Source: an optimization exercise on an open RTL-to-GDS flow (aim: small area). Production flows keep margins and buffers that such runs may drop.
Only simulation tests tie the RTL to the original design; equivalence was not proved.
No activity file was given, so power comes from the tool's default toggle rates.

## before
// ipc_rx_deframer
module ipc_rx_deframer (
    input  wire       clk,
    input  wire       rst,         
    input  wire       s_valid,
    output wire       s_ready,
    input  wire [7:0] s_data,
    output reg        m_valid,
    input  wire       m_ready,
    output wire [7:0] m_data,
    output wire       m_last,
    output reg        hdr_err,     
    output reg        crc_err      
);
Size: roughly 1200 flip-flops, about 25 I/O pins.
==> module ipc_rx_deframer, before the edit <==
module ipc_rx_deframer (
    input  wire       clk,
    input  wire       rst,         
    input  wire       s_valid,
    output wire       s_ready,
    input  wire [7:0] s_data,
    output reg        m_valid,
    input  wire       m_ready,
    output wire [7:0] m_data,
    output wire       m_last,
    output reg        hdr_err,     
    output reg        crc_err      
);
    localparam integer K  = 3;           
    localparam integer D  = 46;          
    localparam integer DL = 45;
    localparam integer R  = (K - 1) * D + DL;    
    localparam integer JW = 2;           
    localparam integer OW = 6;           
    localparam [1:0] S_SEARCH = 2'd0, S_PARSE = 2'd1, S_DELIVER = 2'd2;
    function [15:0] crc_byte;
        input [15:0] acc_in;
        input [7:0]  b;
        integer k;
        reg [15:0] acc;
        begin
            acc = acc_in ^ {b, 8'h00};
            for (k = 0; k < 8; k = k + 1)
                acc = acc[15] ? ((acc << 1) ^ 16'h1021) : (acc << 1);
            crc_byte = acc;
        end
    endfunction
    function [OW-1:0] lfsr_step;
        input [OW-1:0] x;
        begin
            lfsr_step = {x[OW-2:0], x[OW-1] ^ x[OW-2]};
        end
    endfunction
    function [OW-1:0] lfsr_adv;
        input [OW-1:0] x;
        input integer  n;
        integer i;
        begin
            lfsr_adv = x;
            for (i = 0; i < n; i = i + 1)
                lfsr_adv = lfsr_step(lfsr_adv);
        end
    endfunction
    localparam [OW-1:0] O_START   = 1;
    localparam [OW-1:0] O_TAP     = lfsr_adv(O_START, D - 1);
    localparam [OW-1:0] O_START_L = lfsr_adv(O_START, D - DL);
    localparam [OW-1:0] O_PRETAP  = lfsr_adv(O_START, D - 2);    
    function at_tap;
        input [JW+OW-1:0] p;
        begin
            at_tap = (p[OW-1:0] == O_TAP);
        end
    endfunction
    function [JW+OW-1:0] rot;
        input [JW+OW-1:0] p;
        begin
            if (at_tap(p))
                rot = (p[JW+OW-1:OW] == K - 1) ? {{JW{1'b0}}, O_START} :
                      (p[JW+OW-1:OW] == K - 2) ? {p[JW+OW-1:OW] + 1'b1, O_START_L} :
                                                 {p[JW+OW-1:OW] + 1'b1, O_START};
            else
                rot = {p[JW+OW-1:OW], lfsr_step(p[OW-1:0])};
        end
    endfunction
    reg  [JW+OW-1:0] hp, cp, tp;       
    reg              full;
    reg       ib_v;
    reg [7:0] ib;
    wire wr     = ib_v && at_tap(tp) && !full;      
    assign s_ready = !ib_v || wr;
    wire accept = s_valid && s_ready;
    always @(posedge clk) begin
        if (rst)
            ib_v <= 1'b0;
        else
            ib_v <= accept || (ib_v && !wr);
        if (accept)
            ib <= s_data;
    end
    reg [8*R-1:0] ring;
    integer s;
    always @(posedge clk) begin
        for (s = 0; s < R; s = s + 1) begin
            if (s % D == 0) begin
                if (wr && tp[JW+OW-1:OW] == ((s / D + K - 1) % K))
                    ring[8*s +: 8] <= ib;
                else
                    ring[8*s +: 8] <= ring[8*((s + R - 1) % R) +: 8];
            end else begin
                ring[8*s +: 8] <= ring[8*(s - 1) +: 8];
            end
        end
    end
    reg [7:0] rdata;
    integer t;
    always @(*) begin
        rdata = ring[8*(D-1) +: 8];
        for (t = 1; t < K; t = t + 1)
            if (cp[JW+OW-1:OW] == t)
                rdata = ring[8*((t == K - 1) ? R - 1 : t*D + D-1) +: 8];
    end
    reg [1:0]  state;
    reg        inhdr;
    reg [1:0]  ms;              
    reg [7:0]  idx;
    reg        hi_nz;           
    reg [15:0] crc;
    wire avail = !(at_tap(tp) && cp[JW+OW-1:OW] == tp[JW+OW-1:OW]) || full;
    wire go    = at_tap(cp) && avail;
    wire take  = go && (!m_valid || m_ready);
    assign m_data = crc[7:0];
    assign m_last = (state != S_DELIVER);
    wire        len_bad = hi_nz || (rdata[7] && rdata[6:0] != 7'd0);
    wire        f_lenlo = inhdr && idx == 8'd0;
    wire        f_last  = !inhdr && idx == 8'hFF;
    wire [15:0] crc_n   = crc_byte(crc, rdata);
    reg drop, jump;
    always @(*) begin
        drop = take && (state != S_PARSE);
        jump = take && state == S_PARSE && ((f_lenlo && len_bad) || f_last);
    end
    wire [JW+OW-1:0] hp_n = drop ? hp : rot(hp);
    wire [JW+OW-1:0] tp_n = wr ? tp : rot(tp);
    wire [JW+OW-1:0] cp_n = jump ? hp_n : (take ? cp : rot(cp));
    always @(posedge clk) begin
        if (rst) begin
            hp   <= {{JW{1'b0}}, O_START};
            cp   <= {{JW{1'b0}}, O_START};
            tp   <= {{JW{1'b0}}, O_START};
            full <= 1'b0;
        end else begin
            hp <= hp_n;
            cp <= cp_n;
            tp <= tp_n;
            if (wr && !drop)
                full <= (hp[OW-1:0] == O_PRETAP) && (hp[JW+OW-1:OW] == tp[JW+OW-1:OW]);
            else if (drop && !wr)
                full <= 1'b0;
        end
    end
    always @(posedge clk) begin
        if (rst) begin
            state   <= S_SEARCH;
            ms      <= 2'd0;
            m_valid <= 1'b0;
            hdr_err <= 1'b0;
            crc_err <= 1'b0;
        end else begin
            hdr_err <= take && state == S_PARSE && f_lenlo && len_bad;
            crc_err <= take && state == S_PARSE && f_last && crc_n != 16'd0;
            if (m_valid && m_ready)
                m_valid <= 1'b0;
            if (take) begin
                case (state)
                    S_SEARCH: begin
                        if (rdata == 8'hFF)
                            ms <= 2'd1;
                        else if (ms == 2'd1 && rdata == 8'h55)
                            ms <= 2'd2;
                        else begin
                            ms <= 2'd0;
                            if (ms == 2'd2 && rdata == 8'hAA)
                                state <= S_PARSE;
                        end
                    end
                    S_PARSE: begin
                        if (f_lenlo && len_bad)
                            state <= S_SEARCH;
                        if (f_last)
                            state <= (crc_n == 16'd0) ? S_DELIVER : S_SEARCH;
                    end
                    default: begin    
                        m_valid <= 1'b1;
                        if (f_last)
                            state <= S_SEARCH;
                    end
                endcase
            end
        end
    end
    always @(posedge clk) begin
        if (take) begin
            if (state == S_SEARCH) begin
                inhdr <= 1'b1;
                idx   <= 8'd6;
                crc   <= 16'd0;
            end else begin
                if (f_lenlo) begin
                    inhdr <= 1'b0;
                    idx   <= rdata;
                end else if (f_last) begin
                    inhdr <= 1'b1;
                    idx   <= 8'd6;
                end else
                    idx   <= idx - 8'd1;
                if (inhdr && idx == 8'd1)
                    hi_nz <= (rdata != 8'd0);
                if (state == S_DELIVER)
                    crc[7:0] <= rdata;
                else
                    crc <= crc_n;
            end
        end
    end
endmodule
Settings: LEC_CHECK=0, CAP_MARGIN=20, CORE_MARGIN=2, CORE_UTILIZATION=60, CTS_BUF_LIST=sky130_fd_sc_hd__clkbuf_8, CTS_CLUSTER_DIAMETER=50, CTS_CLUSTER_SIZE=20, PLACE_DENSITY=0.75, SLEW_MARGIN=20; clock period 12.0 ns.
standard.sh (not shown) runs the stock make flow with config.mk's settings and CLKGATE_MAP_FILE= SYNTH_SCRIPT=/design/flow/synth_recipe.tcl, a recipe that flattens the netlist after the stock synthesis.
==> flow/flow/run.sh <==
#!/bin/bash
# The standard layout (standard.sh), with two changes to how it is made:
#  - CTS adds no dummy loads (sink clustering as in config.mk);
#  - ports are buffered with the smallest buffer.
export CTS_ARGS="-sink_clustering_enable -repair_clock_nets -dont_use_dummy_load -buf_list sky130_fd_sc_hd__clkbuf_8 -sink_clustering_size 20 -sink_clustering_max_diameter 50"
export BUFFER_PORTS_ARGS="-buffer_cell sky130_fd_sc_hd__buf_1"
bash standard.sh > standard.log 2>&1
before closes out successfully: all stages finished, all timing, DRC and antenna checks passed.
Modified inputs, after compared to before
--- a/flow/design.v
+++ b/flow/design.v
@@ -12,7 +12,7 @@
     output reg        crc_err      
 );
-    localparam integer K  = 3;           
-    localparam integer D  = 46;          
-    localparam integer DL = 45;
+    localparam integer K  = 4;           
+    localparam integer D  = 35;          
+    localparam integer DL = 32;
     localparam integer R  = (K - 1) * D + DL;    
     localparam integer JW = 2;           
@@ -50,5 +50,4 @@
     localparam [OW-1:0] O_TAP     = lfsr_adv(O_START, D - 1);
     localparam [OW-1:0] O_START_L = lfsr_adv(O_START, D - DL);
-    localparam [OW-1:0] O_PRETAP  = lfsr_adv(O_START, D - 2);    
     function at_tap;
         input [JW+OW-1:0] p;
@@ -111,5 +110,5 @@
     reg        hi_nz;           
     reg [15:0] crc;
-    wire avail = !(at_tap(tp) && cp[JW+OW-1:OW] == tp[JW+OW-1:OW]) || full;
+    wire avail = (cp != tp) || full;
     wire go    = at_tap(cp) && avail;
     wire take  = go && (!m_valid || m_ready);
@@ -139,5 +138,5 @@
             tp <= tp_n;
             if (wr && !drop)
-                full <= (hp[OW-1:0] == O_PRETAP) && (hp[JW+OW-1:OW] == tp[JW+OW-1:OW]);
+                full <= (tp_n == hp_n);
             else if (drop && !wr)
                 full <= 1'b0;
==> comparison <==
Per the comparison of after with before, worst path required time saw an increase; layout filler cell count saw a decrease.
Against before, headroom to the max-slew limit in after came out worse.
Delta (after minus before): clock-pin transition on the worst setup and hold timing paths essentially unchanged; clock latency on the worst-skew pair essentially unchanged; fraction of met3 tracks used by global routing decreased 0.25 points; sequential share of cell area decreased 1.1 points; final global-route overflow total essentially unchanged.
Of the two values seen for source of the critical timing path, m_ready was produced by after and tp[2]$_SDFFE_PP0N_ by before.
On after: met1 wire length is about 4.5% higher than what before gave.
Changes observed in after relative to before: number of multi-input combinational cells in the layout went up by 57; clock period minus final worst setup slack went up by 620 ps; synthesized area went up by 320 um2.


The RTL this note starts from:
==> flow/design.v <==
module ipc_rx_deframer (
    input  wire       clk,
    input  wire       rst,         
    input  wire       s_valid,
    output wire       s_ready,
    input  wire [7:0] s_data,
    output reg        m_valid,
    input  wire       m_ready,
    output wire [7:0] m_data,
    output wire       m_last,
    output reg        hdr_err,     
    output reg        crc_err      
);
    localparam integer K  = 3;           
    localparam integer D  = 46;          
    localparam integer DL = 45;
    localparam integer R  = (K - 1) * D + DL;    
    localparam integer JW = 2;           
    localparam integer OW = 6;           
    localparam [1:0] S_SEARCH = 2'd0, S_PARSE = 2'd1, S_DELIVER = 2'd2;
    function [15:0] crc_byte;
        input [15:0] acc_in;
        input [7:0]  b;
        integer k;
        reg [15:0] acc;
        begin
            acc = acc_in ^ {b, 8'h00};
            for (k = 0; k < 8; k = k + 1)
                acc = acc[15] ? ((acc << 1) ^ 16'h1021) : (acc << 1);
            crc_byte = acc;
        end
    endfunction
    function [OW-1:0] lfsr_step;
        input [OW-1:0] x;
        begin
            lfsr_step = {x[OW-2:0], x[OW-1] ^ x[OW-2]};
        end
    endfunction
    function [OW-1:0] lfsr_adv;
        input [OW-1:0] x;
        input integer  n;
        integer i;
        begin
            lfsr_adv = x;
            for (i = 0; i < n; i = i + 1)
                lfsr_adv = lfsr_step(lfsr_adv);
        end
    endfunction
    localparam [OW-1:0] O_START   = 1;
    localparam [OW-1:0] O_TAP     = lfsr_adv(O_START, D - 1);
    localparam [OW-1:0] O_START_L = lfsr_adv(O_START, D - DL);
    function at_tap;
        input [JW+OW-1:0] p;
        begin
            at_tap = (p[OW-1:0] == O_TAP);
        end
    endfunction
    function [JW+OW-1:0] rot;
        input [JW+OW-1:0] p;
        begin
            if (at_tap(p))
                rot = (p[JW+OW-1:OW] == K - 1) ? {{JW{1'b0}}, O_START} :
                      (p[JW+OW-1:OW] == K - 2) ? {p[JW+OW-1:OW] + 1'b1, O_START_L} :
                                                 {p[JW+OW-1:OW] + 1'b1, O_START};
            else
                rot = {p[JW+OW-1:OW], lfsr_step(p[OW-1:0])};
        end
    endfunction
    reg  [JW+OW-1:0] hp, cp, tp;       
    reg              full;
    reg       ib_v;
    reg [7:0] ib;
    wire wr     = ib_v && at_tap(tp) && !full;      
    assign s_ready = !ib_v || wr;
    wire accept = s_valid && s_ready;
    always @(posedge clk) begin
        if (rst)
            ib_v <= 1'b0;
        else
            ib_v <= accept || (ib_v && !wr);
        if (accept)
            ib <= s_data;
    end
    reg [8*R-1:0] ring;
    integer s;
    always @(posedge clk) begin
        for (s = 0; s < R; s = s + 1) begin
            if (s % D == 0) begin
                if (wr && tp[JW+OW-1:OW] == ((s / D + K - 1) % K))
                    ring[8*s +: 8] <= ib;
                else
                    ring[8*s +: 8] <= ring[8*((s + R - 1) % R) +: 8];
            end else begin
                ring[8*s +: 8] <= ring[8*(s - 1) +: 8];
            end
        end
    end
    reg [7:0] rdata;
    integer t;
    always @(*) begin
        rdata = ring[8*(D-1) +: 8];
        for (t = 1; t < K; t = t + 1)
            if (cp[JW+OW-1:OW] == t)
                rdata = ring[8*((t == K - 1) ? R - 1 : t*D + D-1) +: 8];
    end
    reg [1:0]  state;
    reg        inhdr;
    reg [1:0]  ms;              
    reg [7:0]  idx;
    reg        hi_nz;           
    reg [15:0] crc;
    wire avail = (cp != tp) || full;
    wire go    = at_tap(cp) && avail;
    wire take  = go && (!m_valid || m_ready);
    assign m_data = crc[7:0];
    assign m_last = (state != S_DELIVER);
    wire        len_bad = hi_nz || (rdata[7] && rdata[6:0] != 7'd0);
    wire        f_lenlo = inhdr && idx == 8'd0;
    wire        f_last  = !inhdr && idx == 8'hFF;
    wire [15:0] crc_n   = crc_byte(crc, rdata);
    reg drop, jump;
    always @(*) begin
        drop = take && (state != S_PARSE);
        jump = take && state == S_PARSE && ((f_lenlo && len_bad) || f_last);
    end
    wire [JW+OW-1:0] hp_n = drop ? hp : rot(hp);
    wire [JW+OW-1:0] tp_n = wr ? tp : rot(tp);
    wire [JW+OW-1:0] cp_n = jump ? hp_n : (take ? cp : rot(cp));
    always @(posedge clk) begin
        if (rst) begin
            hp   <= {{JW{1'b0}}, O_START};
            cp   <= {{JW{1'b0}}, O_START};
            tp   <= {{JW{1'b0}}, O_START};
            full <= 1'b0;
        end else begin
            hp <= hp_n;
            cp <= cp_n;
            tp <= tp_n;
            if (wr && !drop)
                full <= (tp_n == hp_n);
            else if (drop && !wr)
                full <= 1'b0;
        end
    end
    always @(posedge clk) begin
        if (rst) begin
            state   <= S_SEARCH;
            ms      <= 2'd0;
            m_valid <= 1'b0;
            hdr_err <= 1'b0;
            crc_err <= 1'b0;
        end else begin
            hdr_err <= take && state == S_PARSE && f_lenlo && len_bad;
            crc_err <= take && state == S_PARSE && f_last && crc_n != 16'd0;
            if (m_valid && m_ready)
                m_valid <= 1'b0;
            if (take) begin
                case (state)
                    S_SEARCH: begin
                        if (rdata == 8'hFF)
                            ms <= 2'd1;
                        else if (ms == 2'd1 && rdata == 8'h55)
                            ms <= 2'd2;
                        else begin
                            ms <= 2'd0;
                            if (ms == 2'd2 && rdata == 8'hAA)
                                state <= S_PARSE;
                        end
                    end
                    S_PARSE: begin
                        if (f_lenlo && len_bad)
                            state <= S_SEARCH;
                        if (f_last)
                            state <= (crc_n == 16'd0) ? S_DELIVER : S_SEARCH;
                    end
                    default: begin    
                        m_valid <= 1'b1;
                        if (f_last)
                            state <= S_SEARCH;
                    end
                endcase
            end
        end
    end
    always @(posedge clk) begin
        if (take) begin
            if (state == S_SEARCH) begin
                inhdr <= 1'b1;
                idx   <= 8'd6;
                crc   <= 16'd0;
            end else begin
                if (f_lenlo) begin
                    inhdr <= 1'b0;
                    idx   <= rdata;
                end else if (f_last) begin
                    inhdr <= 1'b1;
                    idx   <= 8'd6;
                end else
                    idx   <= idx - 8'd1;
                if (inhdr && idx == 8'd1)
                    hi_nz <= (rdata != 8'd0);
                if (state == S_DELIVER)
                    crc[7:0] <= rdata;
                else
                    crc <= crc_n;
            end
        end
    end
endmodule
==> flow/config.mk <==
export PLATFORM = sky130hd
export DESIGN_NAME = ipc_rx_deframer
export DESIGN_NICKNAME = ipc_rx_deframer
export VERILOG_FILES = /design/flow/design.v
export SDC_FILE = /design/flow/constraint.sdc
export NUM_CORES = 4
export LEC_CHECK = 0
export CAP_MARGIN = 20
export CORE_MARGIN = 2
export CORE_UTILIZATION = 60
export CTS_BUF_LIST = sky130_fd_sc_hd__clkbuf_8
export CTS_CLUSTER_DIAMETER = 50
export CTS_CLUSTER_SIZE = 20
export PLACE_DENSITY = 0.75
export SLEW_MARGIN = 20
==> flow/constraint.sdc <==
create_clock -name core_clock -period 12.0 [get_ports {clk}]
set_input_delay 2.4000 -clock core_clock [delete_from_list [all_inputs] [get_ports {clk}]]
set_output_delay 2.4000 -clock core_clock [all_outputs]
set_load 0.01 [all_outputs]
Scripts as last shown in full above: flow/flow/run.sh
Next try:
--- a/flow/design.v
+++ b/flow/design.v
@@ -12,7 +12,7 @@
     output reg        crc_err      
 );
-    localparam integer K  = 3;           
-    localparam integer D  = 46;          
-    localparam integer DL = 45;
+    localparam integer K  = 4;           
+    localparam integer D  = 35;          
+    localparam integer DL = 32;
     localparam integer R  = (K - 1) * D + DL;    
     localparam integer JW = 2;           
@@ -31,27 +31,11 @@
         end
     endfunction
-    function [OW-1:0] lfsr_step;
-        input [OW-1:0] x;
-        begin
-            lfsr_step = {x[OW-2:0], x[OW-1] ^ x[OW-2]};
-        end
-    endfunction
-    function [OW-1:0] lfsr_adv;
-        input [OW-1:0] x;
-        input integer  n;
-        integer i;
-        begin
-            lfsr_adv = x;
-            for (i = 0; i < n; i = i + 1)
-                lfsr_adv = lfsr_step(lfsr_adv);
-        end
-    endfunction
-    localparam [OW-1:0] O_START   = 1;
-    localparam [OW-1:0] O_TAP     = lfsr_adv(O_START, D - 1);
-    localparam [OW-1:0] O_START_L = lfsr_adv(O_START, D - DL);
     function at_tap;
         input [JW+OW-1:0] p;
         begin
-            at_tap = (p[OW-1:0] == O_TAP);
+            if (p[JW+OW-1:OW] == K - 1)
+                at_tap = (p[OW-1:0] == DL - 1);
+            else
+                at_tap = (p[OW-1:0] == D - 1);
         end
     endfunction
@@ -60,9 +44,7 @@
         begin
             if (at_tap(p))
-                rot = (p[JW+OW-1:OW] == K - 1) ? {{JW{1'b0}}, O_START} :
-                      (p[JW+OW-1:OW] == K - 2) ? {p[JW+OW-1:OW] + 1'b1, O_START_L} :
-                                                 {p[JW+OW-1:OW] + 1'b1, O_START};
+                rot = {(p[JW+OW-1:OW] == K - 1) ? {JW{1'b0}} : p[JW+OW-1:OW] + 1'b1, {OW{1'b0}}};
             else
-                rot = {p[JW+OW-1:OW], lfsr_step(p[OW-1:0])};
+                rot = {p[JW+OW-1:OW], p[OW-1:0] + 1'b1};
         end
     endfunction
@@ -117,5 +99,5 @@
     wire        len_bad = hi_nz || (rdata[7] && rdata[6:0] != 7'd0);
     wire        f_lenlo = inhdr && idx == 8'd0;
-    wire        f_last  = !inhdr && idx == 8'hFF;
+    wire        f_last  = !inhdr && idx == 8'd0;
     wire [15:0] crc_n   = crc_byte(crc, rdata);
     reg drop, jump;
@@ -129,7 +111,7 @@
     always @(posedge clk) begin
         if (rst) begin
-            hp   <= {{JW{1'b0}}, O_START};
-            cp   <= {{JW{1'b0}}, O_START};
-            tp   <= {{JW{1'b0}}, O_START};
+            hp   <= {(JW+OW){1'b0}};
+            cp   <= {(JW+OW){1'b0}};
+            tp   <= {(JW+OW){1'b0}};
             full <= 1'b0;
         end else begin
@@ -192,5 +174,5 @@
                 if (f_lenlo) begin
                     inhdr <= 1'b0;
-                    idx   <= rdata;
+                    idx   <= rdata + 8'd1;
                 end else if (f_last) begin
                     inhdr <= 1'b1;
Outcome: The new run passed the timing, design-rule and antenna checks; clock skew goes down by 0.0075 ns; routed wire length goes up by 5.1%; first-iteration DRC count goes up by 25%; die area goes up by 1.9%; total power goes up by 0.55%; hold slack gets worse by 0.0044 ns; synthesized area goes up by 1.9%; non-clock buffer count goes down by 1; design area goes up by 2.0%; flip-flop and latch count is unchanged.

-- re-timing with driven ports --
How much do the figures lean on ideal ports? The routed layouts below were timed once more, with nothing changed but the port constraints.
Step 1: set_driving_cell puts a clkbuf_16 on clk and a buf_2 on each other input, an assumption about the parent block.
Step 2, shift: input delay + t, output delay - t, t = (earliest + latest rising clock arrival at the registers) / 2. This alone moves slack from input paths to output paths.
Three values: ideal, step 1, step 2; two values: the first two.
run	t, ns	setup slack, ns	worst setup path at the end	latest minus earliest clock arrival (ns)	worst slew at a driven data input, ns
before	0.651	7.722 / 7.676 / 7.307	input to register	0.085 / 0.085	0.11
after	0.645	7.105 / 7.127 / 6.482	input to register	0.099 / 0.099	0.05
the first run of note 2	0.661	7.584 / 7.535 / 7.018	input to register	0.087 / 0.088	0.12
the second run of note 2	0.659	7.136 / 7.088 / 7.618	input to register	0.093 / 0.093	0.10
After both steps every run listed still meets setup and hold. For after, which loses most, drivers alone change the setup slack by +0.022 ns; drivers and shift together by -0.623 ns.
